Context: an optimization exercise on an open-source flow, tuned for small area. The choices shown serve that exercise and are no tape-out recipe. Only simulation tests tie the RTL to the original design; equivalence was not proved. Power and IR drop assume default switching activity.

Setup of P:
==> flow/design.v (excerpt) <==
module vesc_can_codec (
    input  wire        clk,
    input  wire        rst,
    input  wire        req_valid,
    output wire        req_ready,
    input  wire [1:0]  req_op,           
    input  wire [15:0] req_node,         
    input  wire [15:0] req_type_id,      
    input  wire [31:0] req_identifier,
    input  wire [7:0]  req_kind,
    input  wire [63:0] req_param,        
    input  wire [63:0] req_vel,          
    input  wire        req_vel_present,
    input  wire        req_store,
    input  wire [3:0]  req_len,
    input  wire [63:0] req_payload,      
    output wire        rsp_valid,
    input  wire        rsp_ready,
    output wire [3:0]  rsp_code,
    output wire [28:0] rsp_identifier,
    output wire [7:0]  rsp_node,
    output wire [7:0]  rsp_type_id,
    output wire [3:0]  rsp_len,
    output wire [63:0] rsp_payload,      
    output wire [31:0] rsp_field0,
    output wire [31:0] rsp_field1,
    output wire [31:0] rsp_field2,
    output wire [31:0] rsp_field3,
    output wire [16:0] rsp_info
);
Settings: LEC_CHECK=0, ABC_AREA=1, CAP_MARGIN=20, CORE_MARGIN=2, CORE_UTILIZATION=35, CTS_BUF_LIST=sky130_fd_sc_hd__clkbuf_8 sky130_fd_sc_hd__clkbuf_16, SLEW_MARGIN=20; clock period 25.0 ns.
standard.sh (not shown) runs the stock make flow with config.mk's settings and CLKGATE_MAP_FILE= SYNTH_SCRIPT=/design/flow/synth_recipe.tcl, a recipe that flattens the netlist after the stock synthesis.
==> flow/flow/run.sh <==
#!/bin/bash
# Standard layout, except that the port buffers are the platform's smallest
# buffer (sky130_fd_sc_hd__buf_1) instead of the one buffer_ports picks.
set -euo pipefail
export BUFFER_PORTS_ARGS="-buffer_cell sky130_fd_sc_hd__buf_1"
bash standard.sh > standard.log 2>&1
P | status: complete | timing, DRC, antenna: pass
#### Input delta (Q over P)
Settings: CTS_BUF_LIST removed (was sky130_fd_sc_hd__clkbuf_8 sky130_fd_sc_hd__clkbuf_16).
Results
Re fmax: no difference whatsoever between Q and P.
Status: maximum VDD drop parity (P, Q)
Diff P..Q | required time at the worst-slack endpoint | negligible
Compared with P, in Q count of inverters other than clock inverters in the layout saw little to no change, longest individual stage delay on the worst path stayed essentially flat, area of placed instances flat.
Relative to Q, the following input files were edited for R:
Settings: CTS_CLUSTER_DIAMETER now 50, previously not set; CORE_UTILIZATION now 40, was 35; CTS_BUF_LIST now sky130_fd_sc_hd__clkbuf_8, previously not set.
[summary]
Comparing R and Q, the higher via count was measured on Q.
In R, the total power came out 5.2% below the value in Q.
Relative to Q, R degrades worst hold slack.
Compared with Q, R shows a portion of total power attributed to combinational logic that is 1.9 points higher.
Global-route usage in R vs Q: up 2.7 points
Inputs modified between R and S:
Settings: clearing CTS_CLUSTER_DIAMETER, which used to be 50; swapping 40 for 35 in CORE_UTILIZATION; clearing CTS_BUF_LIST, which used to be sky130_fd_sc_hd__clkbuf_8; clearing ABC_AREA, which used to be 1.
Notes after the runs:
- Summary of S over R: number of flip-flops and latches saw little to no change, per-cell via count in the routed design higher, worst setup margin went down, estimated wirelength of the detail-placed design went down by about 1.2%.
- Relative to R, layout overhead on the synthesized area increased by 1.1 points in S.
- In S, the count of clock-buffer cells in the layout came out 1 above the value in R.

========
## job 104
Another version of the RTL of vesc_can_codec (not shown whole).
Size: roughly 2,300 cells after synthesis, roughly 540 I/O pins, ~0.016 sq mm of cells after synthesis.
## vesc_can_codec
module vesc_can_codec (
    input  wire        clk,
    input  wire        rst,
    input  wire        req_valid,
    output wire        req_ready,
    input  wire [1:0]  req_op,           
    input  wire [15:0] req_node,         
    input  wire [15:0] req_type_id,      
    input  wire [31:0] req_identifier,
    input  wire [7:0]  req_kind,
    input  wire [63:0] req_param,        
    input  wire [63:0] req_vel,          
    input  wire        req_vel_present,
    input  wire        req_store,
    input  wire [3:0]  req_len,
    input  wire [63:0] req_payload,      
    output wire        rsp_valid,
    input  wire        rsp_ready,
    output wire [3:0]  rsp_code,
    output wire [28:0] rsp_identifier,
    output wire [7:0]  rsp_node,
    output wire [7:0]  rsp_type_id,
    output wire [3:0]  rsp_len,
    output wire [63:0] rsp_payload,      
    output wire [31:0] rsp_field0,
    output wire [31:0] rsp_field1,
    output wire [31:0] rsp_field2,
    output wire [31:0] rsp_field3,
    output wire [16:0] rsp_info
);
export LEC_CHECK = 0
export CAP_MARGIN = 20
export CORE_MARGIN = 2
export CORE_UTILIZATION = 40
export SLEW_MARGIN = 20
create_clock -name core_clock -period 25.0 [get_ports {clk}]
run.sh (not shown) runs the stock make flow with config.mk's settings and CLKGATE_MAP_FILE= SYNTH_SCRIPT=/design/flow/synth_recipe.tcl, a recipe that flattens the netlist after the stock synthesis.
Stock flow here: none of the scripts above is used.
Job 104 was carried through to the last stage, and its layout satisfied the timing, design-rule and antenna checks.
What job 101 does differently from job 104 at the input level:
Settings: ABC_AREA: unset -> 1.
==> flow/flow/run.sh (new file) <==
#!/bin/bash
# Standard layout, except that the port buffers are the platform's smallest
# buffer (sky130_fd_sc_hd__buf_1) instead of the one buffer_ports picks.
set -euo pipefail
export BUFFER_PORTS_ARGS="-buffer_cell sky130_fd_sc_hd__buf_1"
bash standard.sh > standard.log 2>&1
==> flow/standard.sh (new file) <==
#!/bin/bash
# synth_recipe.tcl (not shown) runs the flow's synth.tcl, then flattens the netlist and writes it again
# the make line also repeats each setting of config.mk as NAME=value (left out here)
make -C /OpenROAD-flow-scripts/flow DESIGN_CONFIG=/design/flow/config.mk WORK_HOME=/design/flow/orfs CLKGATE_MAP_FILE= SYNTH_SCRIPT=/design/flow/synth_recipe.tcl "${@:-finish}"
removed: flow/run.sh
[summary]
Summary of job 101 over job 104: final routed wirelength across all metal layers shows an increase of 2500 um, post-route standard cell area excluding fillers shows a reduction of 15%, net load switching power shows an increase of 0.0000077 W, overall die width shows a reduction of 1.4 um. Job 101 ended up with a higher length of routed wiring on met1 than job 104 did. Compared with job 104, power attributed to combinational cells in job 101 decreased by more than 10%. Between job 104 and job 101, the flow reports final cell count increasing by more than 10%. Between job 101 and job 104, the first-pass GRT wire length is lower for job 104. Job 101 vs. job 104: summed instance area of the synthesized netlist went down by 1.4%.

========
== 05-11 ==
Another version of the RTL of vesc_can_codec (not shown whole).
Size in the first run: about 1900 cells after synthesis, about 100 flip-flops, ~12000 µm² of cells after synthesis.
clock: 25.0 ns
lec_check: 0
abc_area: 1
cap_margin: 20
core_margin: 2
core_utilization: 65
slew_margin: 20
standard.sh (not shown) runs the stock make flow with config.mk's settings and CLKGATE_MAP_FILE= SYNTH_SCRIPT=/design/flow/synth_recipe.tcl, a recipe that flattens the netlist after the stock synthesis.
==> flow/flow/run.sh <==
#!/bin/bash
# Standard layout, except that the port buffers are the platform's smallest
# buffer (sky130_fd_sc_hd__buf_1) instead of the one buffer_ports picks.
set -euo pipefail
export BUFFER_PORTS_ARGS="-buffer_cell sky130_fd_sc_hd__buf_1"
bash standard.sh > standard.log 2>&1
05-11 did not finish; a tool error ended it in I/O pin placement.
Setup changes, 05-11 to 05-01
Settings: a change of CORE_UTILIZATION from 65 to 40.
## What came out
- Per the final summary, 05-01 finished and its layout is clean on timing, DRC and antenna.
- Adder-cell area share of the yosys netlist came out exactly the same in 05-11 and 05-01.
- Comparing 05-01 against 05-11, there is no change at all in simple logic cell fraction of the synthesized area.
- Against 05-11, 05-01 reports a horizontal die dimension that is higher.
- Changes observed in 05-01 relative to 05-11: area of the mapped netlist now sits at about the same level, number of instances in the synthesized netlist about even.
- Chip height for 05-01: 27% up relative to 05-11
- 05-01 vs. 05-11: synthesized-area fraction occupied by xor and xnor cells held; total of flip-flops plus latches after synthesis essentially unchanged; starting density of the core went down 26 points; fraction of synthesis flops using an asynchronous set or reset pin level.
- NOTE number of rows in the core area 05-11->05-01 increased by more than a quarter

========
RTL: one of the versions met above, not the one the previous note started from.
Size: about 1800 cells after synthesis, about 100 flip-flops.
export LEC_CHECK = 0
export ABC_AREA = 1
export CAP_MARGIN = 0
export CORE_MARGIN = 2
export CORE_UTILIZATION = 35
export SLEW_MARGIN = 0
create_clock -name core_clock -period 25.0 [get_ports {clk}]
Scripts as last shown in full above: flow/flow/run.sh
Rerun with:
--- a/flow/config.mk
+++ b/flow/config.mk
@@ -9 +9 @@
-export CAP_MARGIN = 0
+export CAP_MARGIN = 20
@@ -12 +12,3 @@
-export SLEW_MARGIN = 0
+export CTS_BUF_LIST = sky130_fd_sc_hd__clkbuf_8
+export CTS_CLUSTER_SIZE = 10
+export SLEW_MARGIN = 20
Outcome:
- The changed run finished with timing, DRC and antenna clean
- sequential power barely changes
- fmax stays flat
- area after synthesis does not change
- global-route usage is about the same

==> re-timing with driven ports <==
How much do the figures lean on ideal ports? The routed layouts below were timed once more, with nothing changed but the port constraints.
Step 1: set_driving_cell puts a clkbuf_16 on clk and a buf_2 on each other input, an assumption about the parent block.
Step 2, shift: input delay + t, output delay - t, t = (earliest + latest rising clock arrival at the registers) / 2. This alone moves slack from input paths to output paths.
Three values: ideal ports, drivers, drivers and shift; two values: the first two.
run | shift t [ns] | slack for setup (ns) | hold slack, ns | clock arrival spread, ns
P | 0.410 | 0.905 / 0.936 / 0.525 | 0.496 / 0.496 / 0.496 | 0.012 / 0.013
Q | 0.410 | 0.905 / 0.936 / 0.525 | 0.496 / 0.496 / 0.496 | 0.012 / 0.013
R | 0.432 | 0.873 / 0.887 / 0.455 | 0.493 / 0.493 / 0.493 | 0.016 / 0.016
S | 0.411 | 0.813 / 0.838 / 0.427 | 0.454 / 0.454 / 0.454 | 0.017 / 0.018
job 104 | 0.433 | 11.224 / 11.197 / 11.197 | 0.603 / 0.603 / 0.603 | 0.018 / 0.018
job 101 | 0.436 | 10.973 / 10.952 / 10.952 | 0.521 / 0.521 / 0.521 | 0.011 / 0.012
05-01 | 0.409 | 0.939 / 0.958 / 0.549 | 0.486 / 0.486 / 0.486 | 0.017 / 0.017
the first run of note 4 | 0.411 | 0.903 / 0.933 / 0.522 | 0.497 / 0.497 / 0.497 | 0.012 / 0.012
the second run of note 4 | 0.450 | 0.944 / 0.971 / 0.521 | 0.498 / 0.498 / 0.498 | 0.020 / 0.021
After both steps setup and hold are still met in every run listed. For the second run of note 4, which loses most, drivers alone change the setup slack by +0.027 ns; drivers and shift together by -0.423 ns.
